From an optimization exercise on the open Yosys and OpenROAD flow, aimed at small area, a short achievable clock period and few clock cycles; shortcuts taken in it are not production practice. RTL that was checked went through simulation tests only; none was proved equivalent to the original. The RTL of runs 3 to 6 was laid out without a check of its function. No activity file was given, so power comes from the tool's default toggle rates.

**flow/run.sh**
```bash
#!/bin/bash
# synth_recipe.tcl (not shown) runs the flow's synth.tcl, then flattens the netlist and writes it again
# the make line also repeats each setting of config.mk as NAME=value (left out here)
make -C /OpenROAD-flow-scripts/flow DESIGN_CONFIG=/design/flow/config.mk WORK_HOME=/design/flow/orfs CLKGATE_MAP_FILE= SYNTH_SCRIPT=/design/flow/synth_recipe.tcl finish
```
**flow/config.mk**
```make
export PLATFORM = sky130hd
export DESIGN_NAME = wnaf_expander
export DESIGN_NICKNAME = wnaf_expander
export VERILOG_FILES = /design/flow/design.v
export SDC_FILE = /design/flow/constraint.sdc
export NUM_CORES = 4
export LEC_CHECK = 0
export CAP_MARGIN = 20
export CORE_MARGIN = 2
export CORE_UTILIZATION = 35
export CTS_CLUSTER_DIAMETER = 100
export CTS_CLUSTER_SIZE = 28
export PLACE_DENSITY = 0.55
export SETUP_SLACK_MARGIN = 4.4
export SLEW_MARGIN = 20
```
**flow/constraint.sdc**
```tcl
create_clock -name core_clock -period 7.0 [get_ports {clk}]
set_input_delay 1.4000 -clock core_clock [delete_from_list [all_inputs] [get_ports {clk}]]
set_output_delay 1.4000 -clock core_clock [all_outputs]
set_load 0.01 [all_outputs]
```
**flow/design.v**
```verilog
module wnaf_expander (
    input  wire       clk,
    input  wire       rst,           
    input  wire       req_valid,
    output wire       req_ready,
    input  wire       req_we,
    input  wire [8:0] req_addr,
    input  wire [7:0] req_wdata,
    output reg        rsp_valid,
    output reg        rsp_err,
    output reg  [7:0] rsp_rdata
);
    localparam [1:0] PH_IDLE  = 2'd0,
                     PH_BUSY  = 2'd1,
                     PH_DONE  = 2'd2,
                     PH_FAULT = 2'd3;
    reg [7:0]   scalar [0:31];   
    reg [31:0]  svalid;
    reg [7:0]   w;
    reg [1:0]   phase;
    reg [1:0]   fcause;
    reg         cout;
    reg [7:0]   ring [0:31];     
    reg         rp;              
    reg [15:0]  lk;              
    reg [1:0]   ws;              
    reg [4:0]   q;               
    reg [2:0]   r;
    reg [5:0]   bm;              
    reg         stall;           
    reg         hit;             
    reg         sk1;             
    reg         f_wsc, f_ww, f_exp, f_srst;           
    reg         f_rsc, f_rw, f_rst, f_rfc, f_rdig;    
    reg         f_v;                                  
    reg [7:0]   rq_addr;
    reg [7:0]   rq_wdata;
    assign req_ready = ~stall;
    wire accept = req_valid & ~stall;
    wire ph_idle  = (phase == PH_IDLE);
    wire ph_busy  = (phase == PH_BUSY);
    wire ph_done  = (phase == PH_DONE);
    wire ph_fault = (phase == PH_FAULT);
    reg  srdy;                   
    reg  badw;                   
    wire host_can_write = ph_idle | ph_done;
    wire wr_scalar = f_wsc & host_can_write;
    wire wr_w      = f_ww & host_can_write;
    wire do_expand = f_exp & host_can_write;
    wire do_srst   = f_srst & ~ph_busy;
    wire short = ~srdy;
    wire start = do_expand & ~badw & ~short;
    wire rd_digit = f_rdig & ph_done;
    wire dig_now  = rd_digit & hit;                 
    wire seek     = rd_digit & ~hit;                
    wire [7:0] pos = {q, r};
    wire [5:0] wfill = {ws == 2'd3, ws >= 2'd2, ws != 2'd0, 3'b111};   
    wire       s_start = ~bm[0] & (lk[1] ^ lk[0]);
    wire [5:0] s_bm    = s_start ? wfill : {1'b0, bm[5:1]};
    reg  [7:0] s_digit;
    always @(*) begin
        case (ws)
            2'd0: s_digit = {{5{lk[4]}}, lk[4:2], 1'b1};
            2'd1: s_digit = {{4{lk[5]}}, lk[5:2], 1'b1};
            2'd2: s_digit = {{3{lk[6]}}, lk[6:2], 1'b1};
            default: s_digit = {{2{lk[7]}}, lk[7:2], 1'b1};
        endcase
        if (!s_start) s_digit = 8'h00;
    end
    reg [7:0] c_st;        
    reg [5:0] c_bm;        
    integer ci, cj;
    always @(*) begin
        for (ci = 0; ci < 8; ci = ci + 1) begin
            c_st[ci] = (lk[ci + 1] ^ lk[ci]);
            if (ci < 6)
                c_st[ci] = c_st[ci] & ~bm[ci];
            for (cj = 1; cj <= 6; cj = cj + 1)
                if (ci - cj >= 0 && (cj <= 3 || (cj == 4 && ws != 2'd0) ||
                                     (cj == 5 && ws[1]) || (cj == 6 && ws == 2'd3)))
                    c_st[ci] = c_st[ci] & ~c_st[ci - cj];
        end
        for (ci = 0; ci < 6; ci = ci + 1) begin
            c_bm[ci] = 1'b0;
            for (cj = 0; cj < 8; cj = cj + 1)
                if (8 + ci - cj <= 3)
                    c_bm[ci] = c_bm[ci] | c_st[cj];
                else if (8 + ci - cj <= 6)
                    c_bm[ci] = c_bm[ci] | (c_st[cj] & (ws >= (8 + ci - cj - 3)));
        end
    end
    wire mv_byte   = ph_busy | (seek & ~sk1);
    wire mv_single = dig_now | (seek & sk1);
    wire xing      = mv_byte | (mv_single & (r == 3'd7));    
    wire [4:0] q_p1   = q + 5'd1;
    wire [7:0] pos_p1 = pos + 8'd1;
    wire [7:0] pos_next = start ? 8'd0 :
                          mv_byte ? {q_p1, 3'b000} :
                          mv_single ? pos_p1 : pos;
    wire [7:0] ta = req_addr[7:0];
    wire [7:0] tr = rq_addr;
    wire a_z = (ta == 8'd0),            r_b = (tr == {q_p1, 3'b000});
    wire a_b = (ta == {q_p1, 3'b000}),  r_s = (tr == pos_p1);
    wire a_s = (ta == pos_p1);
    wire a_h = (ta == pos);
    wire a_hit = start ? a_z : mv_byte ? a_b : mv_single ? a_s : a_h;
    wire r_hit = mv_byte ? r_b : r_s;
    wire a_q0 = (ta[7:3] == 5'd0), a_q1 = (ta[7:3] == q_p1), a_q = (ta[7:3] == q);
    wire r_q1 = (tr[7:3] == q_p1), r_q = (tr[7:3] == q);
    wire a_sk = start ? a_q0 : mv_byte ? a_q1 :
                mv_single ? ((r == 3'd7) ? a_q1 : 1'b1) : ((r != 3'd0) | a_q);
    wire r_sk = mv_byte ? r_q1 : ((r == 3'd7) ? r_q1 : 1'b1);
    wire [7:0] nb1 = rp ? ring[1] : ring[0];
    wire [7:0] nb2 = rp ? ring[2] : ring[1];
    wire       new_bit = (r == 3'd0) ? ((q == 5'd31) ? 1'b0 : nb1[7])
                                     : ((q[4:1] == 4'hf) ? 1'b0 : nb2[r - 3'd1]);
    always @(posedge clk) begin
        if (start) begin
            q    <= 5'd0;
            r    <= 3'd0;
            bm   <= 6'd0;
            cout <= 1'b0;
            lk   <= {scalar[1][6:0], scalar[0], 1'b0};
        end else if (mv_byte | mv_single) begin
            q  <= pos_next[7:3];
            r  <= pos_next[2:0];
            if (xing)
                lk <= {(q == 5'd30) ? 7'h00 : nb2[6:0], nb1,
                       (q == 5'd31) ? 1'b0 : (mv_byte ? lk[8] : lk[1])};   
            else
                lk <= {new_bit, lk[15:1]};
            if (q == 5'd31 && xing)
                bm <= 6'd0;
            else if (mv_byte)
                bm <= c_bm;
            else
                bm <= s_bm;
            if (ph_busy && q == 5'd31)
                cout <= lk[8] & ~c_bm[0];
        end
    end
    integer k;
    always @(posedge clk) begin
        if (start) begin
            for (k = 0; k < 32; k = k + 1)
                ring[k] <= scalar[(k + 1) % 32];
            ws <= w[1:0];
        end else if (rp) begin
            for (k = 0; k < 32; k = k + 1)
                ring[k] <= ring[(k + 1) % 32];
        end
    end
    always @(posedge clk) begin
        if (rst)
            rp <= 1'b0;
        else
            rp <= xing & ~start;
    end
    wire i_rdig = ~req_we & req_addr[8];
    always @(posedge clk) begin
        if (rst) begin
            stall  <= 1'b0;
            hit    <= 1'b0;
            sk1    <= 1'b0;
            f_wsc  <= 1'b0;
            f_ww   <= 1'b0;
            f_exp  <= 1'b0;
            f_srst <= 1'b0;
            f_rsc  <= 1'b0;
            f_rw   <= 1'b0;
            f_rst  <= 1'b0;
            f_rfc  <= 1'b0;
            f_rdig <= 1'b0;
            f_v    <= 1'b0;
        end else if (seek) begin
            hit    <= r_hit;
            sk1    <= r_sk;
        end else begin
            stall  <= accept & i_rdig & ~a_hit;
            hit    <= a_hit;
            sk1    <= a_sk;
            f_wsc  <= accept & req_we & (req_addr[8:5] == 4'b0000);
            f_ww   <= accept & req_we & (req_addr == 9'h020);
            f_exp  <= accept & req_we & (req_addr == 9'h021) & (req_wdata == 8'h01);
            f_srst <= accept & req_we & (req_addr == 9'h021) & (req_wdata == 8'h02);
            f_rsc  <= accept & ~req_we & (req_addr[8:5] == 4'b0000);
            f_rw   <= accept & ~req_we & (req_addr == 9'h020);
            f_rst  <= accept & ~req_we & (req_addr == 9'h022);
            f_rfc  <= accept & ~req_we & (req_addr == 9'h023);
            f_rdig <= accept & i_rdig;
            f_v    <= accept;
        end
    end
    always @(posedge clk) begin
        if (~stall) begin
            rq_addr  <= req_addr[7:0];
            rq_wdata <= req_wdata;
        end
    end
    wire ok = wr_scalar | wr_w | do_expand | do_srst | f_rsc | f_rw | f_rst | f_rfc | rd_digit;
    wire [7:0] status = {3'b000, srdy, ph_done & cout, ph_fault, ph_done, ph_busy};
    wire [7:0] rd_data =
        ({8{f_rsc & svalid[rq_addr[4:0]]}} & scalar[rq_addr[4:0]]) |
        ({8{f_rw}}   & w) |
        ({8{f_rst}}  & status) |
        ({8{f_rfc}}  & {6'b000000, fcause}) |
        ({8{rd_digit}} & s_digit);
    always @(posedge clk) begin
        if (rst) begin
            rsp_valid <= 1'b0;
            rsp_err   <= 1'b0;
            rsp_rdata <= 8'h00;
        end else begin
            rsp_valid <= f_v & ~seek;
            rsp_err   <= ~ok;
            rsp_rdata <= ok ? rd_data : 8'h80;
        end
    end
    always @(posedge clk) begin
        if (rst) begin
            phase  <= PH_IDLE;
            fcause <= 2'b00;
        end else if (do_srst) begin
            phase  <= PH_IDLE;
            fcause <= 2'b00;
        end else if (do_expand) begin
            if (badw | short) begin
                phase  <= PH_FAULT;
                fcause <= {short, badw};
            end else begin
                phase <= scalar[31][7] ? PH_BUSY : PH_DONE;
            end
        end else if (ph_busy) begin
            if (q == 5'd31)
                phase <= PH_DONE;
        end
    end
    reg [31:0] svalid_next;
    reg [7:0]  w_next;
    always @(*) begin
        svalid_next = svalid;
        w_next      = w;
        if (wr_scalar)
            svalid_next[rq_addr[4:0]] = 1'b1;
        if (wr_w)
            w_next = rq_wdata;
        if (rst || do_srst) begin
            svalid_next = 32'h0;
            w_next      = 8'h00;
        end
    end
    reg [31:0] svalid_set;
    always @(*) begin
        svalid_set = svalid;
        svalid_set[rq_addr[4:0]] = 1'b1;
    end
    wire clr = rst | do_srst;
    always @(posedge clk) begin
        svalid <= svalid_next;
        w      <= w_next;
        srdy   <= ~clr & (wr_scalar ? &svalid_set : &svalid);
        badw   <= clr | (w_next[7:2] != 6'b000001);
    end
    always @(posedge clk) begin
        if (wr_scalar)
            scalar[rq_addr[4:0]] <= rq_wdata;
    end
endmodule
```
==> results_dict.tcl, run 1 <==
set metrics [dict create \
    first_global_vias 18100 \
    clk_latency_ps 630 \
    max_slew_margin_pct 27.6 \
    p_per_area_nw_per_um2 205 \
    p_leak_uw 0.0108 \
    power_uw 6430 \
    drc 0 \
    path_clk_slew_ps 100 \
    ant_nets 0 \
    netlist_area_um2 28100 \
    firstDrtPassIters 7 \
    synth_area_per_cell_um2 11.8 \
    wl_per_cell_um 23.3 \
    die_h_um 287 \
    grt_pass1_wl_mm 120 \
    status "no timing/DRC/antenna violations" \
    slowest_delay_ps 380 \
    fin_ws_ps 4370 \
    core_um2 79300 \
    detailed_place.area_um2 29400 \
    ys_seq_elements 636 \
    gr-total-overflow 0 \
    max_clock_freq_mhz 381 \
    yosys_warnings 23 \
    rows 103 \
    areaGrowthSynthToFinish_pct 11.4 \
    cap_violations 0 \
    min_period_ps 2630 \
    synth-edff-count 529 \
    min_period_over_period_pct 37.5 \
    io_pins 32 \
    die_w_um 287 \
    dp_hpwl_mm 51.8 \
    dp_slack_ps 3190 \
    die-area_um2 82700 \
    rsz0062_at_grt "yes" \
    fin_util_pct 39.5 \
    seq_area_frac_synth_pct 64.1 \
    start_kind "flop" \
    htreeDepth 1 \
    cts_buffer_depth 3 \
    vias 18700 \
    path_cells "clkinvlp_4, clkbuf_2" \
    required_ps 5600 \
    groute.usage.overall_pct 19.1 \
    worst_setup_path_end_kind "output pin" \
    cp_slowest_cell "dfxtp_4" \
    vias_per_cell 5.42 \
    num_antenna_cells 0 \
    final_common_cell "nand2_1" \
    tritoncts "done" \
    numPortBuffers 31 \
    routed_wl_mm 80.6 \
    ff2ff_setup_slack_ps 4380 \
    synth_cells 2379 \
    place_congestion 0.881 \
    synth_nets 2411 \
    finClkSkew_ps 27.9 \
    ctsHoldBuffers 0 \
    cts_sinks 636 \
    crit_fanout 2 \
    critPathArrivalTime_ps 1230 \
    stdcell_area_um2 31300 \
    hp-class "reg -> reg" \
    initial_core_util_pct 35.5 \
    yosys_most_used_dff "edfxtp_1" \
    grt_antenna_before_repair 6 \
    grt_max_degree 103 \
    critPathKind "reg -> out" \
    cts_buffers 27 \
    setup_violations 0 \
    worst_slew_pin_slew_ps 1090 \
    finalHoldViolations 0 \
    peakVddDrop_mv 0.182 \
    synthArstFlopShare_pct 0 \
    layout_common_cells "nand2_1 (794), edfxtp_1 (529), nor2_1 (112), a21oi_1 (110), dfxtp_1 (90)" \
    drive_gt1_share_pct 14.5 \
    root_buffer "clkbuf_16" \
    yosysUniqueCellTypes 84 \
    final.setup.tns_ps 0 \
    slew_violations 0 \
    fin_nets 2413 \
    drtIter0Drc 1819 \
]
layer usage:
metal | GRT usage [%] | routed length (um)
met5 | 0 | 39
met4 | 3.01 | 1110
met3 | 1.77 | 4420
met2 | 31.9 | 38900
met1 | 27.5 | 36100
sequential cells by signal, indices dropped and copies added, names as in the netlist, 2 cells and up, named ones only:
name	flops
ws	2
q	5
lk	16
fcause	2
svalid	32
w	8
rq_addr	8
rsp_rdata	8
phase	2
rq_wdata	8
ring	256
bm	6
scalar	256
r	3
power by group:
| part | switching [uW] | internal (uW) | leakage (uW) |
|---|---|---|---|
| clock network | 1200 | 753 | 0.000378 |
| registers | 17.5 | 4080 | 0.00566 |
| logic | 223 | 152 | 0.00475 |
path summary, 6_finish.rpt:
check,from,endpoint,depth (start not counted)
setup / recovery,stall$_SDFFE_PP0N_,req_ready,2
hold / removal,f_v$_SDFFE_PP0N_,f_v$_SDFFE_PP0N_,2
setup reg to reg,phase[0]$_SDFFE_PN0P_,scalar[4][6]$_DFFE_PP_,3
hold reg to reg,f_v$_SDFFE_PP0N_,f_v$_SDFFE_PP0N_,2
cells in the mapped netlist (all sizes together), types with 4 or more instances:
| cell | instances | area (um^2) |
|---|---|---|
| nand2 | 799 | 3000 |
| edfxtp | 529 | 15900 |
| nor2 | 147 | 552 |
| a21oi | 115 | 583 |
| dfxtp | 107 | 2140 |
| clkbuf | 99 | 373 |
| mux4 | 93 | 2120 |
| o21ai | 49 | 245 |
| buf | 48 | 225 |
| mux2i | 32 | 320 |
| xnor2 | 27 | 236 |
| nor3 | 26 | 130 |
| nand3 | 23 | 115 |
| nand2b | 19 | 119 |
| inv | 18 | 67.6 |
| xor2 | 17 | 149 |
| nor2b | 16 | 100 |
| nand4 | 15 | 93.8 |
| a31oi | 13 | 81.3 |
| nor4 | 13 | 87.6 |
| a32oi | 11 | 96.3 |
| ha | 11 | 138 |
| or2 | 10 | 62.6 |
| and2 | 9 | 56.3 |
| mux2 | 9 | 101 |
| o22ai | 9 | 68.8 |
| o31ai | 7 | 57.6 |
| or3 | 7 | 43.8 |
| o211ai | 6 | 45.0 |
| a21o | 5 | 37.5 |
| and3 | 5 | 31.3 |
| nor3b | 5 | 37.5 |
| o2111ai | 5 | 43.8 |
| o31a | 5 | 43.8 |
| o32ai | 5 | 70.1 |
| a221oi | 4 | 41.3 |
| a22oi | 4 | 30.0 |
| nand3b | 4 | 30.0 |
| o221ai | 4 | 35.0 |
critical path, delay by kind of cell, from the launching register on:
kind,cells,cell delay [ps]
buf+inv,2,240
flops,1,380
final cells by class:
type / instances / area [um^2]
repair buffers: 117 / 1090
well taps: 1050 / 1310
clock inverters: 4 / 50.0
clock buffers: 46 / 747
flip-flops and latches: 636 / 18100
inverters: 18 / 97.6
multi-input cells: 1580 / 9940
repair inverters: 1 / 8.76
fillers: 7583 / 47900
kinds of logic (layout without fill, tap and decap cells):
| logic type | after synthesis | count (layout) | synth area share [%] |
|---|---|---|---|
| adders and majority gates | 11 | 11 | 0.489 |
| muxes | 134 | 134 | 9.03 |
| AOI/OAI and AO/OA | 277 | 277 | 6.36 |
| xor gates and xnor gates | 44 | 44 | 1.37 |
| and+or+nand+nor | 1112 | 1114 | 16.3 |
| DFF | 636 | 636 | 64.1 |
| buffers and inverters | 165 | 186 | 2.37 |
through the flow:
| step | hold slack (ps) | std cells |
|---|---|---|
| after global routing | 498 | 3452 |
| after detailed placement | 447 | 3340 |
| after floorplan | 427 | 2379 |
| after CTS | 462 | 3425 |
| after global placement | 440 | 3340 |
| final | 459 | 3452 |
timing repair:
item                       CTS  global route
hold endpoints to repair     0             0
gates resized for setup    153            60
gates cloned                 3             1
setup endpoints to repair  687           427
pin swaps                    4            19
setup buffers               32            26
Testbench counts, summed over its fixed seeds: cycles 28,474.
==> run 2, diff against run 1 <==
--- a/flow/config.mk
+++ b/flow/config.mk
@@ -8,8 +8,8 @@
 export CAP_MARGIN = 20
 export CORE_MARGIN = 2
 export CORE_UTILIZATION = 35
-export CTS_CLUSTER_DIAMETER = 100
-export CTS_CLUSTER_SIZE = 28
+export CTS_CLUSTER_DIAMETER = 80
+export CTS_CLUSTER_SIZE = 20
 export PLACE_DENSITY = 0.55
 export SETUP_SLACK_MARGIN = 4.4
 export SLEW_MARGIN = 20
==> run 2 against run 1 <==
Non-clock buffer count fell by 4; synthesized cell count is the same; clock power rose by 22%; still clean; first-iteration DRC count grew 1.7%; register-to-register slack improved by 110 ps; synthesized area did not move; critical endpoint unchanged.
==> results_dict.tcl, run 2 <==
set metrics [dict create \
    status "no timing/DRC/antenna violations" \
    swShare_pct 22.6 \
    gr-total-overflow 0 \
    setup_violations 0 \
    die_h_um 287 \
    areaGrowthSynthToFinish_pct 12.4 \
    grt_pass1_wl_mm 121 \
    final_common_cell "nand2_1" \
    critPathKind "reg -> out" \
    root_buffer "clkbuf_16" \
    worst_slew_pin_slew_ps 1020 \
    finalHoldViolations 0 \
    max_clock_freq_mhz 373 \
    die_w_um 287 \
    drive_gt1_share_pct 14.6 \
    synth_top_cells_by_area "edfxtp_1 (56%), nand2_1 (11%), dfxtp_1 (7.6%), mux4_2 (7.0%), a21oi_1 (2.0%)" \
    clkPwrFrac_pct 35.0 \
    slew_violations 0 \
    wl_per_cell_um 23.4 \
    clk_latency_ps 610 \
    grt_antenna_before_repair 4 \
    synth_commonest_cells "nand2_1 (799), edfxtp_1 (529), nor2_1 (147)" \
    numPortBuffers 31 \
    max_slew_margin_pct 32.0 \
    grt_max_degree 103 \
    rsz0062_at_grt "yes" \
    ys_seq_elements 636 \
    dp_hpwl_mm 51.8 \
    synth_nets 2411 \
    synthArstFlopShare_pct 0 \
    peakVddDrop_mv 0.166 \
    ctsHoldBuffers 0 \
    stdcell_count 3460 \
    synth_cells 2379 \
    path_buf_inv 2 \
    seq_area_frac_synth_pct 64.1 \
    cap_violations 0 \
    fin_nets 2421 \
    intPower_uw 5310 \
    die-area_um2 82700 \
    tritoncts "done" \
    min_period_ps 2680 \
    place_congestion 0.881 \
    rows 103 \
    yosysUniqueCellTypes 84 \
    synth_most_common_cell "nand2_1" \
    firstDrtPassIters 5 \
    routed_wl_mm 80.8 \
    min_period_over_period_pct 38.3 \
    path_delay_family "flip-flops" \
    path_cells "clkinvlp_4, clkbuf_2" \
    cp_slowest_cell "dfxtp_4" \
    hp-class "reg -> reg" \
    p_per_area_nw_per_um2 217 \
    path_clk_slew_ps 80 \
    core_um2 79300 \
    vias_per_cell 5.40 \
    synth_top_area_share_pct 56.5 \
    slowest_delay_ps 420 \
    cts_sinks 636 \
    yosys_most_used_dff "edfxtp_1" \
    dp_slack_ps 3190 \
    ant_nets 0 \
    io_pins 32 \
    worst_setup_path_end_kind "output pin" \
    p_seq_share_pct 59.6 \
    start_kind "flop" \
    crit_fanout 6 \
    finClkSkew_ps 21.7 \
    critPathArrivalTime_ps 1280 \
    required_ps 5600 \
    cts_buffer_depth 3 \
    netlist_area_um2 28100 \
    yosys_warnings 23 \
    synth-edff-count 529 \
    initial_core_util_pct 35.5 \
    switchingPower_uw 1550 \
    htreeDepth 2 \
    cts_buffers 39 \
    p_leak_uw 0.0109 \
    synth_top_area_cell "edfxtp_1" \
    dp.cells 3340 \
    final.setup.tns_ps 0 \
    first_global_vias 18400 \
    drtIter0Drc 1850 \
    groute.usage.overall_pct 19.5 \
    comb_power_share_pct 5.4 \
    fin_ws_ps 4320 \
    synth_area_per_cell_um2 11.8 \
    vias 18700 \
    layout_common_cells "nand2_1 (793), edfxtp_1 (529), nor2_1 (112), a21oi_1 (110), dfxtp_1 (92)" \
    drc 0 \
]
## run 2: worst paths after layout
kind	cells past startpoint	to	slack (ps)	start
setup / recovery	2	req_ready	4320	stall$_SDFFE_PP0N_
hold / removal	2	f_v$_SDFFE_PP0N_	450	f_v$_SDFFE_PP0N_
setup reg to reg	9	rsp_rdata[7]$_SDFF_PP0_	4490	rq_addr[0]$_DFFE_PN_
hold reg to reg	2	f_v$_SDFFE_PP0N_	450	f_v$_SDFFE_PP0N_
## run 2: metrics by stage
step                hold WS, ps  cell area, um^2  util [%]  power [uW]
floorplan                   427            28200         -        4380
global placement            440            29400      37.1        4500
detailed placement          447            29400      37.1        4500
CTS                         459            31300      39.4        6900
global route                495            31600      39.9        7070
finish                      455            31600      39.9        6860
## run 2: final cells by class
type	instances	area, um^2
antenna	1	2.50
clock buffer	50	1020
clock inverter	11	135
fill	7549	47600
inverter	18	87.6
multi-input combinational	1580	9930
sequential	636	18100
tap	1050	1310
timing repair buffer	113	1050
timing repair inverter	1	8.76
## run 2: kinds of logic (layout without fill, tap and decap cells)
kind of cell / after synthesis / in the layout / share of synthesized area [%]
buf+inv: 165 / 193 / 2.37
compound gates: 277 / 277 / 6.36
flops: 636 / 636 / 64.1
fa+ha+maj: 11 / 11 / 0.489
mux: 134 / 134 / 9.03
other cells: 0 / 1 / 0
xor+xnor: 44 / 44 / 1.37
simple gates: 1112 / 1114 / 16.3
## run 2: worst min-delay path: stages, from the launching register on
cell     delay [ps]
dfxtp_1         310
nand2_1          50
a21oi_1          50
## run 2: power groups by stage
stage / sequential [uW] / clock (uW) / combinational, uW
2_1_floorplan: 4180 / 0 / 195
3_3_place_gp: 4200 / 0 / 304
3_5_place_dp: 4200 / 0 / 305
4_1_cts: 4100 / 2460 / 350
5_1_grt: 4090 / 2590 / 390
6_report: 4090 / 2400 / 371
## run 2: layer usage
layer / GRT usage, % / wire [um] / vias to the layer above
met5: 0 / 0 / -
met4: 4.08 / 1510 / 0
met3: 2.78 / 4270 / 91
met2: 31.9 / 38600 / 528
met1: 27.5 / 36400 / 9548
li1: - / - / 8519
## run 2: timing repair
| action | 4_1_cts | 5_1_grt |
|---|---|---|
| gates cloned | 4 | 0 |
| buffers inserted | 30 | 24 |
| endpoints found under the setup margin | 692 | 42 |
| resized for setup | 151 | 48 |
| pin swaps | 5 | 17 |
==> run 3, diff against run 2 <==
--- a/flow/design.v
+++ b/flow/design.v
@@ -28,6 +28,7 @@
     reg [2:0]   r;
     reg [5:0]   bm;              
     reg         stall;           
+    reg         rdy;             
     reg         hit;             
     reg         sk1;             
     reg         f_wsc, f_ww, f_exp, f_srst;           
@@ -35,7 +36,7 @@
     reg         f_v;                                  
     reg [7:0]   rq_addr;
     reg [7:0]   rq_wdata;
-    assign req_ready = ~stall;
+    assign req_ready = rdy;
     wire accept = req_valid & ~stall;
     wire ph_idle  = (phase == PH_IDLE);
     wire ph_busy  = (phase == PH_BUSY);
@@ -99,17 +100,14 @@
                           mv_single ? pos_p1 : pos;
     wire [7:0] ta = req_addr[7:0];
     wire [7:0] tr = rq_addr;
-    wire a_z = (ta == 8'd0),            r_b = (tr == {q_p1, 3'b000});
-    wire a_b = (ta == {q_p1, 3'b000}),  r_s = (tr == pos_p1);
     wire a_s = (ta == pos_p1);
     wire a_h = (ta == pos);
-    wire a_hit = start ? a_z : mv_byte ? a_b : mv_single ? a_s : a_h;
+    wire a_hit = ~start & ~mv_byte & (mv_single ? a_s : a_h);
+    wire r_q1 = (tr[7:3] == q_p1), r_q = (tr[7:3] == q);
+    wire r_b = r_q1 & (tr[2:0] == 3'd0);
+    wire r_s = (r == 3'd7) ? r_b : (r_q & (tr[2:0] == r + 3'd1));
     wire r_hit = mv_byte ? r_b : r_s;
-    wire a_q0 = (ta[7:3] == 5'd0), a_q1 = (ta[7:3] == q_p1), a_q = (ta[7:3] == q);
-    wire r_q1 = (tr[7:3] == q_p1), r_q = (tr[7:3] == q);
-    wire a_sk = start ? a_q0 : mv_byte ? a_q1 :
-                mv_single ? ((r == 3'd7) ? a_q1 : 1'b1) : ((r != 3'd0) | a_q);
-    wire r_sk = mv_byte ? r_q1 : ((r == 3'd7) ? r_q1 : 1'b1);
+    wire r_sk = (mv_byte | (r == 3'd7)) ? r_q1 : 1'b1;
     wire [7:0] nb1 = rp ? ring[1] : ring[0];
     wire [7:0] nb2 = rp ? ring[2] : ring[1];
     wire       new_bit = (r == 3'd0) ? ((q == 5'd31) ? 1'b0 : nb1[7])
@@ -160,6 +158,7 @@
     always @(posedge clk) begin
         if (rst) begin
             stall  <= 1'b0;
+            rdy    <= 1'b1;
             hit    <= 1'b0;
             sk1    <= 1'b0;
             f_wsc  <= 1'b0;
@@ -177,8 +176,9 @@
             sk1    <= r_sk;
         end else begin
             stall  <= accept & i_rdig & ~a_hit;
+            rdy    <= ~(accept & i_rdig & ~a_hit);
             hit    <= a_hit;
-            sk1    <= a_sk;
+            sk1    <= 1'b1;
             f_wsc  <= accept & req_we & (req_addr[8:5] == 4'b0000);
             f_ww   <= accept & req_we & (req_addr == 9'h020);
             f_exp  <= accept & req_we & (req_addr == 9'h021) & (req_wdata == 8'h01);
==> run 3 against run 2 <==
Wire length is 4.8% lower; maximum frequency is 7.1% lower; total power is 4.8% higher; synthesized cell count is 5.1% lower; global-route usage is 0.79 points lower; hold slack better by 4.7 ps; count of clock-buffer cells in the layout is 2 higher; critical path depth is 6 higher; sequential power is 1% higher; sequential cell count is 1 higher; critical endpoint is now srdy$_DFF_P_; largest power group unchanged.
==> results_dict.tcl, run 3 <==
set metrics [dict create \
    crit_fanout 10 \
    p_seq_share_pct 57.6 \
    io_pins 32 \
    synth_xor_xnor_area_share_pct 1.31 \
    gr-total-overflow 0 \
    cts_sinks 637 \
    htreeDepth 2 \
    first_global_vias 17900 \
    grt_max_degree 114 \
    rows 102 \
    num_antenna_cells 0 \
    worstRegToRegCells 8 \
    grt_pass1_wl_mm 115 \
    clkPwrFrac_pct 35.8 \
    ff_latch_area_um2 18100 \
    numPortBuffers 31 \
    layout_common_cells "nand2_1 (797), edfxtp_1 (529), dfxtp_1 (93), nor2_1 (91), mux4_2 (87)" \
    synth_simple_gate_area_share_pct 15.7 \
    max_clock_freq_mhz 346 \
    ff2ff_setup_slack_ps 4110 \
    yosysUniqueCellTypes 76 \
    routed_wl_mm 76.9 \
    ctsHoldBuffers 0 \
    fillers 7325 \
    cts_buffer_depth 3 \
    vias 18000 \
    critPathArrivalTime_ps 3410 \
    place_congestion 0.827 \
    clk_latency_ps 600 \
    areaGrowthSynthToFinish_pct 14.3 \
    worst_setup_path_end_kind "flop" \
    multi_input_area_um2 9400 \
    vias_per_cell 5.36 \
    synth_top_area_cell "edfxtp_1" \
    intPower_uw 5540 \
    dp_hpwl_mm 47.3 \
    grt_antenna_before_repair 1 \
    synth_top_family_by_area "simple AND/OR/NAND/NOR gates" \
    r2r_start "rq_addr[0]$_DFFE_PN_" \
    synth_area_per_cell_um2 12.2 \
    final.setup.tns_ps 0 \
    crit_start "rq_addr[0]$_DFFE_PN_" \
    start_kind "flop" \
    drc 0 \
    die-area_um2 80900 \
    stdcell_area_um2 31400 \
    firstDrtPassIters 8 \
    peakVddDrop_mv 0.122 \
    p_per_area_nw_per_um2 229 \
    swShare_pct 23.0 \
    final_common_cell "nand2_1" \
    setup_violations 0 \
    synthArstFlopShare_pct 0 \
    cap_violations 0 \
    cp-endpoint "srdy$_DFF_P_" \
    groute.usage.overall_pct 18.7 \
    worst_slew_pin_slew_ps 1130 \
    ant_nets 0 \
    synth-edff-count 529 \
    synth_cells 2258 \
    drive_gt1_share_pct 16.6 \
    die_w_um 284 \
    synth_top_area_share_pct 57.7 \
    hp-class "reg -> reg" \
    cts_buffers 42 \
    critPathKind "reg -> reg" \
    yosys_most_used_dff "edfxtp_1" \
    comb_power_share_pct 6.5 \
    root_buffer "clkbuf_16" \
    finClkSkew_ps 32.8 \
    drtIter0Drc 1985 \
    dp_slack_ps 3140 \
    synth_nets 2291 \
    synth_most_common_cell "nand2_1" \
    seq_area_frac_synth_pct 65.6 \
    min_period_ps 2890 \
    synth_commonest_cells "nand2_1 (798), edfxtp_1 (529), nor2_1 (127)" \
    yosys_warnings 23 \
    slew_violations 0 \
    max_slew_margin_pct 24.7 \
    synth_compound_area_share_pct 5.41 \
    switchingPower_uw 1660 \
    fin_ws_ps 4110 \
    synth_fa_ha_area_share_pct 0.546 \
    die_h_um 284 \
    required_ps 7520 \
    synthMuxAreaShare_pct 9.19 \
    fin_nets 2331 \
    netlist_area_um2 27500 \
    tritoncts "done" \
    status "no timing/DRC/antenna violations" \
    rsz0062_at_grt "yes" \
    worst_r2r_endpoint "srdy$_DFF_P_" \
    p_leak_uw 0.0112 \
    min_period_over_period_pct 41.2 \
    core_um2 77600 \
    synth_top_cells_by_area "edfxtp_1 (58%), nand2_1 (11%), dfxtp_1 (7.9%), mux4_2 (7.1%), nor2_1 (1.7%)" \
    finalHoldViolations 0 \
    wl_per_cell_um 22.9 \
    path_clk_slew_ps 80 \
    ys_seq_elements 637 \
    initial_core_util_pct 35.5 \
    detailed_place.area_um2 28900 \
]
## run 3: cell types whose count changed after synthesis, sizes merged, moves of 7 or more
cell    delta
a21o       +8
a21oi     -31
buf       -16
clkbuf     -8
inv       +11
mux2       +9
mux2i     -11
nand2b    -10
nand3     -10
nor2      -20
nor2b      -7
o21ai      -7
## run 3: how the worst min path moves through the flow
stage,startpoint,to,slack (ps),cells after the start
final,f_v$_SDFFE_PP0N_,f_v$_SDFFE_PP0N_,460,2
after global routing,rdy$_SDFFE_PP1N_,rdy$_SDFFE_PP1N_,490,1
after global placement,f_v$_SDFFE_PP0N_,f_v$_SDFFE_PP0N_,450,2
after floorplan,f_v$_SDFFE_PP0N_,f_v$_SDFFE_PP0N_,430,2
after CTS,f_v$_SDFFE_PP0N_,f_v$_SDFFE_PP0N_,460,2
after detailed placement,f_v$_SDFFE_PP0N_,f_v$_SDFFE_PP0N_,450,2
## run 3: cell families (layout without fill, tap and decap cells)
family / Yosys count / after routing
xor gates and xnor gates: 41 / 41
muxes: 132 / 132
and+or+nand+nor: 1052 / 1054
AOI/OAI and AO/OA: 232 / 232
adders and majority gates: 12 / 12
buffers and inverters: 152 / 213
DFF: 637 / 637
## run 3: per-layer routing
layer	up-vias	GRT usage (%)	share of wire, %	wire length [um]
met5	-	0	0	0
met4	0	4.76	2.2	1720
met3	105	2.25	5.2	4040
met2	538	30.7	48	36600
met1	9247	26.3	45	34500
li1	8132	-	-	-
## run 3: final cells by class
cell class                      count  share of cell area, %
Inverter                           29                  0.418
Clock buffer                       52                   3.66
Timing Repair Buffer              116                   3.86
Sequential cell                   637                   57.5
Multi-Input combinational cell   1471                   29.9
Tap cell                         1040                   4.14
Clock inverter                     15                  0.517
Timing Repair inverter              1                 0.0279
## run 3: worst max-delay path, stage by stage, from the launching register on
cell and delay (ps):
edfxtp_1 500, buf_6 180, buf_16 150, or4_4 550
o22ai_4 170, a21oi_1 110, or4_1 510, or4_1 430
o31ai_2 200
## run 3: repair_timing
action / CTS / global route
pin swaps: 9 / 20
gates cloned: 6 / 1
buffers inserted: 48 / 9
gates resized for setup: 130 / 84
endpoints found under the setup margin: 708 / 269
## run 3: power groups by stage
| stage | registers, uW | logic (uW) | clock network (uW) |
|---|---|---|---|
| after global placement | 4250 | 368 | 0 |
| after floorplan | 4210 | 260 | 0 |
| after global routing | 4150 | 492 | 2750 |
| after CTS | 4150 | 451 | 2630 |
| after detailed placement | 4250 | 369 | 0 |
| final | 4150 | 469 | 2580 |
## run 3: stage by stage
| stage | util [%] | hold slack, ps | instances | total power, uW |
|---|---|---|---|---|
| finish | 40.5 | 460 | 3361 | 7190 |
| global route | 40.5 | 491 | 3361 | 7390 |
| CTS | 40.0 | 462 | 3350 | 7230 |
| detailed placement | 37.2 | 450 | 3229 | 4620 |
| global placement | 37.2 | 445 | 3228 | 4620 |
| floorplan | - | 427 | 2258 | 4470 |
==> run 4, diff against run 3 <==
--- a/flow/config.mk
+++ b/flow/config.mk
@@ -13,3 +13,4 @@
 export PLACE_DENSITY = 0.55
 export SETUP_SLACK_MARGIN = 4.4
 export SLEW_MARGIN = 20
+export TNS_END_PERCENT = 5
==> run 4 against run 3 <==
Sequential power hardly changed; register-to-register slack improved by 90 ps; still clean; worst setup slack improved by 87 ps; combinational power decreased by 4%; sequential cell count stayed put; via count down 1.3%; synthesized area unchanged; largest power group unchanged; critical endpoint unchanged; die area stayed put; global-route usage fell by 0.63 points; final cell count shrank 0.77%; total power down 3.0%; clock skew down 11 ps.
==> results_dict.tcl, run 4 <==
set metrics [dict create \
    status "no timing/DRC/antenna violations" \
    io_pins 32 \
    finalHoldViolations 0 \
    p_leak_uw 0.0110 \
    detailed_place.area_um2 28900 \
    vias 17800 \
    synth_top_area_cell "edfxtp_1" \
    final_common_cell "nand2_1" \
    synthArstFlopShare_pct 0 \
    areaGrowthSynthToFinish_pct 11.9 \
    drtIter0Drc 1809 \
    wl_per_cell_um 22.3 \
    multi_input_area_um2 9150 \
    synth_area_per_cell_um2 12.2 \
    stdcell_count 3335 \
    cap_violations 0 \
    dp_hpwl_mm 47.0 \
    wl_met3_mm 3.46 \
    cts_sinks 637 \
    numPortBuffers 31 \
    top_layer "met4" \
    die_w_um 284 \
    ff_latch_area_um2 18100 \
    clk_latency_ps 600 \
    fillers 7482 \
    synth_commonest_cells "nand2_1 (798), edfxtp_1 (529), nor2_1 (127)" \
    synth_top_area_share_pct 57.7 \
    yosys_most_used_dff "edfxtp_1" \
    max_clock_freq_mhz 357 \
    clkPwrFrac_pct 34.1 \
    cts_buffer_depth 3 \
    synth_cells 2258 \
    firstDrtPassIters 5 \
    hp-class "reg -> reg" \
    die_h_um 284 \
    grt_antenna_before_repair 2 \
    grt_max_degree 126 \
    root_buffer "clkbuf_16" \
    synth-edff-count 529 \
    max_slew_margin_pct 30.7 \
    switchingPower_uw 1570 \
    ys_seq_elements 637 \
    netlist_area_um2 27500 \
    layout_common_cells "nand2_1 (797), edfxtp_1 (529), nor2_1 (111), dfxtp_1 (101), mux4_2 (87)" \
    critPathArrivalTime_ps 3300 \
    first_global_vias 17400 \
    gr-total-overflow 0 \
    vias_per_cell 5.33 \
    tritoncts "done" \
    die-area_um2 80900 \
    required_ps 7510 \
    routed_wl_mm 74.3 \
    critPathKind "in -> reg" \
    path_clk_slew_ps 80 \
    drc 0 \
    num_antenna_cells 0 \
    rsz0062_at_grt "yes" \
    peakVddDrop_mv 0.188 \
    fin_nets 2314 \
    setup_violations 0 \
    worst_slew_pin_slew_ps 1040 \
    synth_nets 2291 \
    yosys_warnings 23 \
    grt_pass1_wl_mm 112 \
    routed-wl-met2_mm 36.0 \
    m1WireLength_mm 33.6 \
    drive_gt1_share_pct 13.3 \
    fin_util_pct 39.7 \
    crit_fanout 18 \
    worst_setup_path_end_kind "flop" \
    ant_nets 0 \
    slew_violations 0 \
    p_per_area_nw_per_um2 227 \
    synth_most_common_cell "nand2_1" \
    groute.usage.overall_pct 18.1 \
    synth_top_cells_by_area "edfxtp_1 (58%), nand2_1 (11%), dfxtp_1 (7.9%), mux4_2 (7.1%), nor2_1 (1.7%)" \
    start_kind "input pin" \
    htreeDepth 2 \
    seq_area_frac_synth_pct 65.6 \
    comb_power_share_pct 6.5 \
    yosysUniqueCellTypes 76 \
    swShare_pct 22.5 \
    stdcell_area_um2 30800 \
    min_period_over_period_pct 40.0 \
    cts_buffers 39 \
    ctsHoldBuffers 0 \
    rows 102 \
    final.setup.tns_ps 0 \
    place_congestion 0.868 \
    dp.cells 3230 \
    p_seq_share_pct 59.4 \
    core_um2 77600 \
    finClkSkew_ps 21.9 \
    initial_core_util_pct 35.5 \
    power_uw 6980 \
    intPower_uw 5410 \
    min_period_ps 2800 \
]
[run 4: cell counts after synthesis]
Identical to the previous run, type by type.
[run 4: metal layers]
metal	track usage, %	vias to the layer above
li1	-	8077
met1	25.6	9183
met5	0	-
met2	30.1	454
met3	2.13	68
met4	3.45	0
[run 4: cell type report]
cell class                 count  area share (%)
sequential                   637            58.7
multi-input combinational   1471            29.7
tap                         1040            4.23
clock buffer                  48            3.42
timing repair buffer         103            3.25
inverter                      29           0.439
clock inverter                 7           0.256
[run 4: power groups by stage]
| stage | Clock (uW) | Combinational, uW | Sequential, uW |
|---|---|---|---|
| after floorplan | 0 | 259 | 4210 |
| after global placement | 0 | 371 | 4250 |
| after detailed placement | 0 | 372 | 4250 |
| after CTS | 2440 | 431 | 4140 |
| after global routing | 2560 | 476 | 4150 |
| final | 2380 | 451 | 4140 |
[run 4: critical path: stages]
cell      delay, ps
clkbuf_4        220
a21o_1          240
nor3_2          160
o21ai_1          90
or4_1           480
or4_4           440
o31ai_4         250
[run 4: path summary, 6_finish.rpt]
path                              from          endpoint  slack (ps)  cells past startpoint
setup / recovery                   rst      srdy$_DFF_P_        4200                      7
hold / removal        f_v$_SDFFE_PP0N_  f_v$_SDFFE_PP0N_         470                      2
setup reg to reg  rq_addr[0]$_DFFE_PN_      srdy$_DFF_P_        4200                     10
hold reg to reg       f_v$_SDFFE_PP0N_  f_v$_SDFFE_PP0N_         470                      2
[run 4: logic make-up after synthesis]
group | after synthesis | synth area share, %
XOR/XNOR | 41 | 1.31
buffers and inverters | 152 | 2.27
flip-flops | 637 | 65.6
AO/OA/AOI/OAI | 232 | 5.41
multiplexers | 132 | 9.19
adder cells (fa/ha/maj) | 12 | 0.546
AND/OR/NAND/NOR | 1052 | 15.7
[run 4: per-stage QoR]
stage	setup WS (ps)	hold slack (ps)
floorplan	4020	427
global placement	3070	447
detailed placement	3070	446
CTS	4140	458
global route	4120	493
finish	4200	466
[run 4: what timing repair did]
item                       in CTS  in global routing
cloned                          2                  1
setup endpoints to repair     671                560
resized for setup              43                 54
buffers inserted               24                 23
pin swaps                       2                 12
==> run 5, diff against run 4 <==
--- a/flow/design.v
+++ b/flow/design.v
@@ -20,9 +20,9 @@
     reg [1:0]   phase;
     reg [1:0]   fcause;
     reg         cout;
-    reg [7:0]   ring [0:31];     
-    reg         rp;              
-    reg [15:0]  lk;              
+    reg [255:0] snap;            
+    reg [16:0]  lk;              
+    reg [7:0]   nb;              
     reg [1:0]   ws;              
     reg [4:0]   q;               
     reg [2:0]   r;
@@ -51,6 +51,13 @@
     wire do_srst   = f_srst & ~ph_busy;
     wire short = ~srdy;
     wire start = do_expand & ~badw & ~short;
+    wire [255:0] x;
+    genvar gi;
+    generate
+        for (gi = 0; gi < 32; gi = gi + 1) begin : g_x
+            assign x[8*gi +: 8] = scalar[gi];
+        end
+    endgenerate
     wire rd_digit = f_rdig & ph_done;
     wire dig_now  = rd_digit & hit;                 
     wire seek     = rd_digit & ~hit;                
@@ -108,26 +115,32 @@
     wire r_s = (r == 3'd7) ? r_b : (r_q & (tr[2:0] == r + 3'd1));
     wire r_hit = mv_byte ? r_b : r_s;
     wire r_sk = (mv_byte | (r == 3'd7)) ? r_q1 : 1'b1;
-    wire [7:0] nb1 = rp ? ring[1] : ring[0];
-    wire [7:0] nb2 = rp ? ring[2] : ring[1];
-    wire       new_bit = (r == 3'd0) ? ((q == 5'd31) ? 1'b0 : nb1[7])
-                                     : ((q[4:1] == 4'hf) ? 1'b0 : nb2[r - 3'd1]);
+    wire [4:0] q_p3 = q + 5'd3;
+    wire [7:0] nb_next = (q > 5'd28) ? 8'h00 : snap[{q_p3, 3'b000} +: 8];
+    wire       wrap = xing & (q == 5'd31);
     always @(posedge clk) begin
         if (start) begin
             q    <= 5'd0;
             r    <= 3'd0;
             bm   <= 6'd0;
             cout <= 1'b0;
-            lk   <= {scalar[1][6:0], scalar[0], 1'b0};
+            lk   <= {scalar[1], scalar[0], 1'b0};
+            nb   <= scalar[2];
         end else if (mv_byte | mv_single) begin
             q  <= pos_next[7:3];
             r  <= pos_next[2:0];
-            if (xing)
-                lk <= {(q == 5'd30) ? 7'h00 : nb2[6:0], nb1,
-                       (q == 5'd31) ? 1'b0 : (mv_byte ? lk[8] : lk[1])};   
-            else
-                lk <= {new_bit, lk[15:1]};
-            if (q == 5'd31 && xing)
+            if (wrap) begin
+                lk <= {snap[15:0], 1'b0};
+                nb <= snap[23:16];
+            end else begin
+                if (mv_byte)
+                    lk <= {nb, lk[16:8]};
+                else
+                    lk <= {nb[r], lk[16:1]};
+                if (xing)
+                    nb <= nb_next;
+            end
+            if (wrap)
                 bm <= 6'd0;
             else if (mv_byte)
                 bm <= c_bm;
@@ -137,22 +150,11 @@
                 cout <= lk[8] & ~c_bm[0];
         end
     end
-    integer k;
     always @(posedge clk) begin
         if (start) begin
-            for (k = 0; k < 32; k = k + 1)
-                ring[k] <= scalar[(k + 1) % 32];
-            ws <= w[1:0];
-        end else if (rp) begin
-            for (k = 0; k < 32; k = k + 1)
-                ring[k] <= ring[(k + 1) % 32];
-        end
-    end
-    always @(posedge clk) begin
-        if (rst)
-            rp <= 1'b0;
-        else
-            rp <= xing & ~start;
+            snap <= x;
+            ws   <= w[1:0];
+        end
     end
     wire i_rdig = ~req_we & req_addr[8];
     always @(posedge clk) begin
@@ -192,10 +194,9 @@
         end
     end
     always @(posedge clk) begin
-        if (~stall) begin
-            rq_addr  <= req_addr[7:0];
-            rq_wdata <= req_wdata;
-        end
+        if (~stall)
+            rq_addr <= req_addr[7:0];
+        rq_wdata <= req_wdata;
     end
     wire ok = wr_scalar | wr_w | do_expand | do_srst | f_rsc | f_rw | f_rst | f_rfc | rd_digit;
     wire [7:0] status = {3'b000, srdy, ph_done & cout, ph_fault, ph_done, ph_busy};
==> run 5 against run 4 <==
Wire length rose by 0.66%; final cell count down 18%; first-iteration DRC count decreased by 14%; worst setup slack got worse by 55 ps; hold slack got worse by 24 ps; critical path depth fell by 1; die area down 2.4%; total power is 2.9% lower; highest routed layer unchanged.
==> results_dict.tcl, run 5 <==
set metrics [dict create \
    synth_top_area_cell "edfxtp_1" \
    synth_fa_ha_area_share_pct 0.559 \
    initial_core_util_pct 35.4 \
    synth_commonest_cells "edfxtp_1 (546), mux4_2 (170), nand2_1 (114)" \
    cts_sinks 645 \
    final_common_cell "edfxtp_1" \
    routed_wl_mm 74.8 \
    rows 101 \
    num_antenna_cells 0 \
    worstHoldStart "scalar[20][7]$_DFFE_PP_" \
    grt_max_degree 80 \
    dp_hpwl_mm 46.0 \
    synth_top_cells_by_area "edfxtp_1 (61%), mux4_2 (14%), dfxtp_1 (7.4%), a21oi_1 (2.1%), nand2_1 (1.6%)" \
    p_per_area_nw_per_um2 221 \
    min_period_over_period_pct 40.8 \
    finClkSkew_ps 14.4 \
    vias_per_cell 5.52 \
    finalHoldViolations 0 \
    power_uw 6770 \
    required_ps 7520 \
    worst_setup_path_end_kind "flop" \
    hp-class "reg -> reg" \
    synth_top_family_by_area "multiplexers" \
    yosysUniqueCellTypes 76 \
    max_clock_freq_mhz 350 \
    layout_common_cells "edfxtp_1 (546), mux4_2 (170), a21oi_1 (112), nand2_1 (110), dfxtp_1 (94)" \
    ff_latch_area_um2 18400 \
    core_um2 75900 \
    p_leak_uw 0.00941 \
    gr-total-overflow 0 \
    holdWs_ps 442 \
    first_global_vias 15200 \
    synth_nets 1653 \
    die_h_um 281 \
    htreeDepth 2 \
    clk_latency_ps 590 \
    ff2ff_setup_slack_ps 4260 \
    worstRegToRegCells 10 \
    place_congestion 0.873 \
    cap_violations 0 \
    yosys_warnings 22 \
    multi_input_area_um2 8280 \
    synth_most_common_cell "edfxtp_1" \
    r2r_start "rq_addr[1]$_DFFE_PN_" \
    detailed_place.area_um2 28500 \
    seq_area_frac_synth_pct 68.4 \
    groute.usage.overall_pct 19.1 \
    cts_buffers 39 \
    cts_buffer_depth 3 \
    critPathArrivalTime_ps 3370 \
    rsz0062_at_grt "yes" \
    synthArstFlopShare_pct 0 \
    status "no timing/DRC/antenna violations" \
    critPathKind "in -> reg" \
    ys_seq_elements 645 \
    firstDrtPassIters 5 \
    synth_compound_area_share_pct 6.22 \
    synth_area_per_cell_um2 16.6 \
    drive_gt1_share_pct 22.9 \
    stdcell_area_um2 30600 \
    fillers 6820 \
    wl_per_cell_um 27.2 \
    worst_r2r_endpoint "srdy$_DFF_P_" \
    final.setup.tns_ps 0 \
    grt_antenna_before_repair 1 \
    tritoncts "done" \
    die_w_um 281 \
    drc 0 \
    numPortBuffers 31 \
    synth-edff-count 546 \
    areaGrowthSynthToFinish_pct 14.0 \
    die-area_um2 79000 \
    min_period_ps 2850 \
    path_clk_slew_ps 80 \
    vias 15100 \
    synth_top_area_share_pct 61.1 \
    synthMuxAreaShare_pct 15.3 \
    fin_nets 1731 \
    netlist_area_um2 26900 \
    root_buffer "clkbuf_16" \
    crit_fanout 3 \
    synth_cells 1620 \
    slew_violations 0 \
    drtIter0Drc 1547 \
    synth_xor_xnor_area_share_pct 1.46 \
    io_pins 32 \
    setup_violations 0 \
    ctsHoldBuffers 0 \
    worst_slew_pin_slew_ps 1060 \
    ant_nets 0 \
    yosys_most_used_dff "edfxtp_1" \
    hold-path-cell-count 0 \
    fin_util_pct 40.3 \
    holdPathEnd "snap[167]$_DFFE_PP_" \
    max_slew_margin_pct 29.0 \
    synth_simple_gate_area_share_pct 6.24 \
    start_kind "input pin" \
    grt_pass1_wl_mm 109 \
    peakVddDrop_mv 0.143 \
]
[run 5: logic make-up after synthesis]
family	count (synthesis)
multiplexers	198
flip-flops	645
buffers and inverters	109
adder cells (fa/ha/maj)	12
AND/OR/NAND/NOR	354
AO/OA/AOI/OAI	258
XOR/XNOR	44
[run 5: area by class of cell]
class	count	share of cell area [%]
repair buffers	125	4.67
repair inverters	1	0.0286
inverters	20	0.351
flip-flops and latches	645	60.1
well taps	1030	4.21
multi-input cells	866	27.0
clock inverters	8	0.221
clock buffers	50	3.39
[run 5: per-layer routing]
| layer | vias to the layer above | part of all wire [%] | GRT usage [%] |
|---|---|---|---|
| li1 | 6587 | - | - |
| met1 | 7949 | 43 | 26.0 |
| met2 | 514 | 49 | 32.1 |
| met3 | 90 | 5.5 | 2.69 |
| met4 | 0 | 2.3 | 4.66 |
| met5 | - | 0 | 0 |
[run 5: worst max-delay path by stage]
stage	endpoint	slack, ps	cells after the start	from
after floorplan	nb[0]$_DFFE_PP_	3920	11	q[0]$_SDFFE_PP0P_
after global placement	nb[2]$_DFFE_PP_	2900	7	q[0]$_SDFFE_PP0P_
after detailed placement	srdy$_DFF_P_	2990	8	rq_addr[0]$_DFFE_PN_
after CTS	rsp_rdata[4]	4130	1	rsp_rdata[4]$_SDFF_PP0_
after global routing	rsp_err	4130	1	rsp_err$_SDFF_PP0_
final	f_srst$_SDFFE_PP0N_	4150	6	req_addr[7]
[run 5: metrics by stage]
stage | worst slack [ps] | std cells
floorplan | 3920 | 1620
global placement | 2900 | 2633
detailed placement | 2990 | 2634
CTS | 4130 | 2730
global route | 4130 | 2745
finish | 4150 | 2745
[run 5: worst max-delay path, cell delays in order]
cell             delay [ps]
clkdlybuf4s50_1         560
or3_1                   420
or3_1                   410
nor3_1                  290
a32oi_1                 150
nor2_1                  140
[run 5: power by group]
part | internal, uW | switching (uW) | total (uW)
sequential | 4130 | 12.1 | 4150
combinational | 125 | 184 | 309
clock | 1060 | 1260 | 2320
[run 5: what timing repair did]
action	4_1_cts	5_1_grt
gates cloned	9	0
setup buffers	29	15
resized for setup	75	11
endpoints found under the setup margin	375	244
pin swaps	3	3
==> run 6, diff against run 5 <==
--- a/flow/config.mk
+++ b/flow/config.mk
@@ -13,4 +13,3 @@
 export PLACE_DENSITY = 0.55
 export SETUP_SLACK_MARGIN = 4.4
 export SLEW_MARGIN = 20
-export TNS_END_PERCENT = 5
==> run 6 against run 5 <==
Still clean; via count grew 0.79%; synthesized cell count is the same; global-route usage shrank 0.33 points; synthesized area is the same; worst setup slack gained 220 ps; core utilization grew 0.24 points; maximum frequency grew 8.3%; sequential cell count is the same; non-clock buffer count grew 12; sequential share of layout area shrank 0.30 points; die area is the same; critical path type is now reg -> reg; critical endpoint is now srdy$_DFF_P_; largest cell class unchanged; highest routed layer unchanged.
==> results_dict.tcl, run 6 <==
set metrics [dict create \
    slew_violations 0 \
    yosys_warnings 22 \
    groute.usage.overall_pct 18.7 \
    synth_most_common_cell "edfxtp_1" \
    routed_wl_mm 73.4 \
    grt_pass1_wl_mm 107 \
    critPathArrivalTime_ps 3160 \
    max_clock_freq_mhz 380 \
    finClkSkew_ps 15.0 \
    worst_slew_pin_slew_ps 1020 \
    ys_seq_elements 645 \
    tritoncts "done" \
    netlist_area_um2 26900 \
    synth_nets 1653 \
    min_period_over_period_pct 37.6 \
    peakVddDrop_mv 0.140 \
    cts_buffers 38 \
    synth_commonest_cells "edfxtp_1 (546), mux4_2 (170), nand2_1 (114)" \
    cts_sinks 645 \
    vias 15300 \
    die_h_um 281 \
    p_leak_uw 0.00951 \
    die_w_um 281 \
    initial_core_util_pct 35.4 \
    holdWs_ps 442 \
    rows 101 \
    num_antenna_cells 0 \
    yosysUniqueCellTypes 76 \
    cts_buffer_depth 3 \
    seq_area_frac_synth_pct 68.4 \
    yosys_most_used_dff "edfxtp_1" \
    status "no timing/DRC/antenna violations" \
    fillers 6843 \
    drtIter0Drc 1548 \
    areaGrowthSynthToFinish_pct 14.7 \
    ctsHoldBuffers 0 \
    synth_top_area_cell "edfxtp_1" \
    vias_per_cell 5.51 \
    hp-class "reg -> reg" \
    synth_top_area_share_pct 61.1 \
    fin_nets 1742 \
    root_buffer "clkbuf_16" \
    power_uw 6810 \
    start_kind "flop" \
    required_ps 7530 \
    synthArstFlopShare_pct 0 \
    firstDrtPassIters 5 \
    path_clk_slew_ps 80 \
    gr-total-overflow 0 \
    p_per_area_nw_per_um2 221 \
    clk_latency_ps 600 \
    synth-edff-count 546 \
    crit_fanout 10 \
    numPortBuffers 31 \
    die-area_um2 79000 \
    synth_top_cells_by_area "edfxtp_1 (61%), mux4_2 (14%), dfxtp_1 (7.4%), a21oi_1 (2.1%), nand2_1 (1.6%)" \
    min_period_ps 2630 \
    fin_util_pct 40.6 \
    synth_cells 1620 \
    final_common_cell "edfxtp_1" \
    place_congestion 0.846 \
    drc 0 \
    rsz0062_at_grt "yes" \
    io_pins 32 \
    core_um2 75900 \
    first_global_vias 15300 \
    finalHoldViolations 0 \
    final.setup.tns_ps 0 \
    drive_gt1_share_pct 24.6 \
    layout_common_cells "edfxtp_1 (546), mux4_2 (170), a21oi_1 (112), nand2_1 (110), nor2_1 (91)" \
    setup_violations 0 \
    ant_nets 0 \
    max_slew_margin_pct 31.4 \
    synth_area_per_cell_um2 16.6 \
    grt_antenna_before_repair 0 \
    wl_per_cell_um 26.5 \
    critPathKind "reg -> reg" \
    grt_max_degree 79 \
    dp_hpwl_mm 45.7 \
    worst_setup_path_end_kind "flop" \
    htreeDepth 2 \
    cap_violations 0 \
]
run 6: cell counts after synthesis:
Identical to the previous run, type by type.
run 6: final cells by class:
cell class,instances,area [um^2],share of cell area [%]
clock buffer,64,1070,3.47
clock inverter,5,76.3,0.248
timing repair inverter,1,8.76,0.0284
multi-input combinational,866,8360,27.2
inverter,20,109,0.353
tap,1030,1290,4.18
sequential,645,18400,59.8
timing repair buffer,137,1480,4.79
run 6: cell families (layout without fill, tap and decap cells):
group / after synthesis / in the layout / synth area share, %
and+or+nand+nor: 354 / 354 / 6.24
AOI/OAI and AO/OA: 258 / 258 / 6.22
buffers and inverters: 109 / 227 / 1.74
muxes: 198 / 198 / 15.3
adders and majority gates: 12 / 12 / 0.559
xor gates and xnor gates: 44 / 44 / 1.46
DFF: 645 / 645 / 68.4
run 6: worst max-delay path, stage by stage, from the launching register on:
cell       delay (ps)
edfxtp_1          440
buf_4             180
bufbuf_16         290
or4_4             460
o22ai_4           310
buf_4             180
nand3_1            70
a32oi_1           290
nand4_1           190
o21ai_1           150
run 6: power breakdown:
| group | internal [uW] | switching [uW] | leakage [uW] | total, uW |
|---|---|---|---|---|
| sequential | 4130 | 15.4 | 0.00574 | 4150 |
| combinational | 137 | 177 | 0.00323 | 314 |
| clock | 1100 | 1250 | 0.000546 | 2350 |
| total | 5370 | 1440 | 0.00951 | 6810 |
run 6: through the flow:
stage                     instances  cell area (um^2)  setup WS, ps
after floorplan                1620             27000          4310
after global placement         2634             28500          3070
after detailed placement       2635             28600          3180
after CTS                      2755             30600          4370
after global routing           2768             30800          4260
final                          2768             30800          4370
run 6: routing by layer:
metal  wire (um)  part of all wire (%)  track usage (%)  up-vias
met5           0                     0                0        -
met4        2470                   3.4             6.54        0
met3        4130                   5.6             2.67       95
met2       36400                    50             31.8      517
met1       30400                    41             24.6     8042
li1            -                     -                -     6605
run 6: timing repair:
item / CTS / global route
gates resized for setup: 112 / 31
setup endpoints to repair: 389 / 135
pin swaps: 12 / 6
cloned: 6 / 0
setup buffers: 45 / 13
run 6: path summary, 6_finish.rpt:
path / from / endpoint / slack [ps] / depth (start not counted)
worst max-delay path: rq_addr[0]$_DFFE_PN_ / srdy$_DFF_P_ / 4370 / 9
worst max register to register: rq_addr[0]$_DFFE_PN_ / srdy$_DFF_P_ / 4370 / 9
worst min register to register: scalar[29][1]$_DFFE_PP_ / snap[233]$_DFFE_PP_ / 440 / 0
worst min-delay path: scalar[29][1]$_DFFE_PP_ / snap[233]$_DFFE_PP_ / 440 / 0
==> run 7, diff against run 6 <==
--- a/flow/design.v
+++ b/flow/design.v
@@ -31,12 +31,15 @@
     reg         rdy;             
     reg         hit;             
     reg         sk1;             
-    reg         f_wsc, f_ww, f_exp, f_srst;           
+    reg [7:0]   f_whi;           
+    reg [3:0]   f_wlo;           
+    reg         f_ww, f_exp, f_srst;                  
     reg         f_rsc, f_rw, f_rst, f_rfc, f_rdig;    
     reg         f_v;                                  
     reg [7:0]   rq_addr;
     reg [7:0]   rq_wdata;
     assign req_ready = rdy;
+    integer k;
     wire accept = req_valid & ~stall;
     wire ph_idle  = (phase == PH_IDLE);
     wire ph_busy  = (phase == PH_BUSY);
@@ -45,7 +48,15 @@
     reg  srdy;                   
     reg  badw;                   
     wire host_can_write = ph_idle | ph_done;
+    wire f_wsc     = |f_whi;
     wire wr_scalar = f_wsc & host_can_write;
+    wire [31:0] wr_byte;         
+    genvar gb;
+    generate
+        for (gb = 0; gb < 32; gb = gb + 1) begin : g_wb
+            assign wr_byte[gb] = f_whi[gb / 4] & f_wlo[gb % 4] & host_can_write;
+        end
+    endgenerate
     wire wr_w      = f_ww & host_can_write;
     wire do_expand = f_exp & host_can_write;
     wire do_srst   = f_srst & ~ph_busy;
@@ -163,7 +174,7 @@
             rdy    <= 1'b1;
             hit    <= 1'b0;
             sk1    <= 1'b0;
-            f_wsc  <= 1'b0;
+            f_whi  <= 8'h00;
             f_ww   <= 1'b0;
             f_exp  <= 1'b0;
             f_srst <= 1'b0;
@@ -181,7 +192,8 @@
             rdy    <= ~(accept & i_rdig & ~a_hit);
             hit    <= a_hit;
             sk1    <= 1'b1;
-            f_wsc  <= accept & req_we & (req_addr[8:5] == 4'b0000);
+            for (k = 0; k < 8; k = k + 1)
+                f_whi[k] <= accept & req_we & (req_addr[8:2] == k);
             f_ww   <= accept & req_we & (req_addr == 9'h020);
             f_exp  <= accept & req_we & (req_addr == 9'h021) & (req_wdata == 8'h01);
             f_srst <= accept & req_we & (req_addr == 9'h021) & (req_wdata == 8'h02);
@@ -197,6 +209,8 @@
         if (~stall)
             rq_addr <= req_addr[7:0];
         rq_wdata <= req_wdata;
+        for (k = 0; k < 4; k = k + 1)
+            f_wlo[k] <= (req_addr[1:0] == k);
     end
     wire ok = wr_scalar | wr_w | do_expand | do_srst | f_rsc | f_rw | f_rst | f_rfc | rd_digit;
     wire [7:0] status = {3'b000, srdy, ph_done & cout, ph_fault, ph_done, ph_busy};
@@ -241,8 +255,7 @@
     always @(*) begin
         svalid_next = svalid;
         w_next      = w;
-        if (wr_scalar)
-            svalid_next[rq_addr[4:0]] = 1'b1;
+        svalid_next = svalid_next | wr_byte;
         if (wr_w)
             w_next = rq_wdata;
         if (rst || do_srst) begin
@@ -250,20 +263,17 @@
             w_next      = 8'h00;
         end
     end
-    reg [31:0] svalid_set;
-    always @(*) begin
-        svalid_set = svalid;
-        svalid_set[rq_addr[4:0]] = 1'b1;
-    end
     wire clr = rst | do_srst;
     always @(posedge clk) begin
         svalid <= svalid_next;
         w      <= w_next;
-        srdy   <= ~clr & (wr_scalar ? &svalid_set : &svalid);
+        srdy   <= ~clr & (&(svalid | wr_byte));
         badw   <= clr | (w_next[7:2] != 6'b000001);
     end
-    always @(posedge clk) begin
-        if (wr_scalar)
-            scalar[rq_addr[4:0]] <= rq_wdata;
+    integer b;
+    always @(posedge clk) begin
+        for (b = 0; b < 32; b = b + 1)
+            if (wr_byte[b])
+                scalar[b] <= rq_wdata;
     end
 endmodule
--- a/flow/config.mk
+++ b/flow/config.mk
@@ -8,8 +8,9 @@
 export CAP_MARGIN = 20
 export CORE_MARGIN = 2
 export CORE_UTILIZATION = 35
-export CTS_CLUSTER_DIAMETER = 80
-export CTS_CLUSTER_SIZE = 20
+export CTS_BUF_LIST = sky130_fd_sc_hd__clkbuf_8
+export CTS_CLUSTER_DIAMETER = 60
+export CTS_CLUSTER_SIZE = 14
 export PLACE_DENSITY = 0.55
 export SETUP_SLACK_MARGIN = 4.4
 export SLEW_MARGIN = 20
==> run 7 against run 6 <==
Core utilization is 0.42 points lower; final cell count is 6.7% higher; combinational power is 21% lower; count of clock-buffer cells in the layout is 4 lower; clock skew is 50 ps higher; critical path type is now reg -> out.
==> results_dict.tcl, run 7 <==
set metrics [dict create \
    max_slew_margin_pct 12.9 \
    die_h_um 281 \
    synth_cells 1798 \
    netlist_area_um2 26800 \
    dp_hpwl_mm 63.1 \
    p_per_area_nw_per_um2 215 \
    synth_top_area_cell "edfxtp_1" \
    final_common_cell "edfxtp_1" \
    detailed_place.area_um2 28300 \
    intPower_uw 5070 \
    yosys_most_used_dff "edfxtp_1" \
    cap_violations 0 \
    crit_fanout 1 \
    clkPwrFrac_pct 32.5 \
    drc 0 \
    path_cells "buf_6" \
    slew_violations 0 \
    path_buf_inv 1 \
    grt_antenna_before_repair 2 \
    synth_commonest_cells "edfxtp_1 (546), nor2_1 (150), nand2_1 (144)" \
    rows 101 \
    min_period_over_period_pct 38.0 \
    fillers 6978 \
    fin_nets 1918 \
    cts_sinks 651 \
    synth_top_area_share_pct 61.1 \
    finClkSkew_ps 64.5 \
    groute.usage.overall_pct 23.7 \
    worst_slew_pin_slew_ps 1310 \
    start_kind "flop" \
    cts_buffer_depth 3 \
    min_period_ps 2660 \
    finalHoldViolations 0 \
    p_seq_share_pct 63.7 \
    final.setup.tns_ps 0 \
    status "no timing/DRC/antenna violations" \
    cp_slowest_cell "dfxtp_4" \
    numPortBuffers 31 \
    wl_per_cell_um 32.4 \
    yosysUniqueCellTypes 94 \
    vias 17800 \
    synth-edff-count 546 \
    vias_per_cell 6.03 \
    firstDrtPassIters 6 \
    holdWs_ps 451 \
    synth_most_common_cell "edfxtp_1" \
    ant_nets 0 \
    core_um2 75900 \
    layout_common_cells "edfxtp_1 (546), nand2_1 (142), nor2_1 (131), dfxtp_1 (90), a21oi_1 (89)" \
    slowest_delay_ps 430 \
    critPathKind "reg -> out" \
    drtIter0Drc 2396 \
    routed_wl_mm 95.7 \
    power_uw 6550 \
    synth_area_per_cell_um2 14.9 \
    gr-total-overflow 0 \
    setup_violations 0 \
    initial_core_util_pct 35.3 \
    rsz0062_at_grt "yes" \
    htreeDepth 2 \
    yosys_warnings 23 \
    areaGrowthSynthToFinish_pct 13.6 \
    fin_ws_ps 4340 \
    die_w_um 281 \
    peakVddDrop_mv 0.147 \
    drive_gt1_share_pct 19.9 \
    first_global_vias 17100 \
    stdcell_area_um2 30500 \
    path_clk_slew_ps 90 \
    synth_top_cells_by_area "edfxtp_1 (61%), dfxtp_1 (7.8%), mux4_2 (7.2%), nor2_1 (2.1%), a22oi_1 (2.0%)" \
]
## run 7: cell count changes after synthesis, sizes merged, moves of 8 or more
cell | before | now
nand3 | 19 | 28
nor2 | 107 | 156
mux4 | 170 | 90
o22ai | 3 | 12
nand3b | 2 | 10
a22oi | 5 | 73
a32oi | 11 | 22
nor4 | 10 | 20
and2 | 7 | 39
o21ai | 46 | 56
nand2 | 114 | 145
a21oi | 113 | 91
nor3 | 20 | 29
nor2b | 13 | 23
## run 7: repair_timing
item	4_1_cts	5_1_grt
endpoints found under the setup margin	311	131
gates cloned	3	8
hold buffers	0	0
setup buffers	15	28
pin swaps	4	15
gates resized for setup	168	65
hold endpoints to repair	0	0
## run 7: kinds of logic after synthesis
group           Yosys count  synth area share (%)
compound gates          350                  8.88
xor+xnor                 44                  1.46
fa+ha+maj                 6                 0.280
buf+inv                 105                  1.98
flops                   651                  68.9
mux                     122                  8.84
simple gates            520                  9.63
## run 7: power by group through the flow
stage	Combinational (uW)	Sequential, uW	Clock [uW]
CTS	229	4170	2160
finish	249	4170	2130
global placement	212	4260	0
floorplan	104	4270	0
global route	256	4180	2300
detailed placement	214	4260	0
## run 7: metal layers
layer	GRT usage (%)	up-vias	wire length, um
met2	37.0	1235	43100
li1	-	7230	-
met4	9.98	2	4930
met5	0	-	18
met1	31.7	9060	36900
met3	5.69	294	10700
## run 7: final timing paths
kind / from / to / slack [ps] / cells past startpoint
worst max-delay path: rsp_rdata[4]$_SDFF_PP0_ / rsp_rdata[4] / 4340 / 1
worst min-delay path: scalar[4][0]$_DFFE_PP_ / snap[32]$_DFFE_PP_ / 450 / 0
worst max register to register: rq_addr[2]$_DFFE_PN_ / rsp_rdata[0]$_SDFF_PP0_ / 4350 / 9
worst min register to register: scalar[4][0]$_DFFE_PP_ / snap[32]$_DFFE_PP_ / 450 / 0
## run 7: metrics by stage
| stage | utilization (%) | cells |
|---|---|---|
| after global placement | 37.3 | 2808 |
| after CTS | 39.4 | 2915 |
| after floorplan | - | 1798 |
| after global routing | 40.1 | 2952 |
| final | 40.1 | 2953 |
| after detailed placement | 37.3 | 2809 |
## run 7: layout make-up
cell class                 instances  area, um^2  area share (%)
sequential                       651       18500            60.8
clock inverter                    28         173           0.566
clock buffer                      60         826            2.71
inverter                          16        78.8           0.259
multi-input combinational       1042        8150            26.7
tap                             1030        1290            4.23
antenna                            2        5.00          0.0164
timing repair buffer             124        1430            4.70
Testbench counts of run 7, summed over its fixed seeds: cycles 28,474.
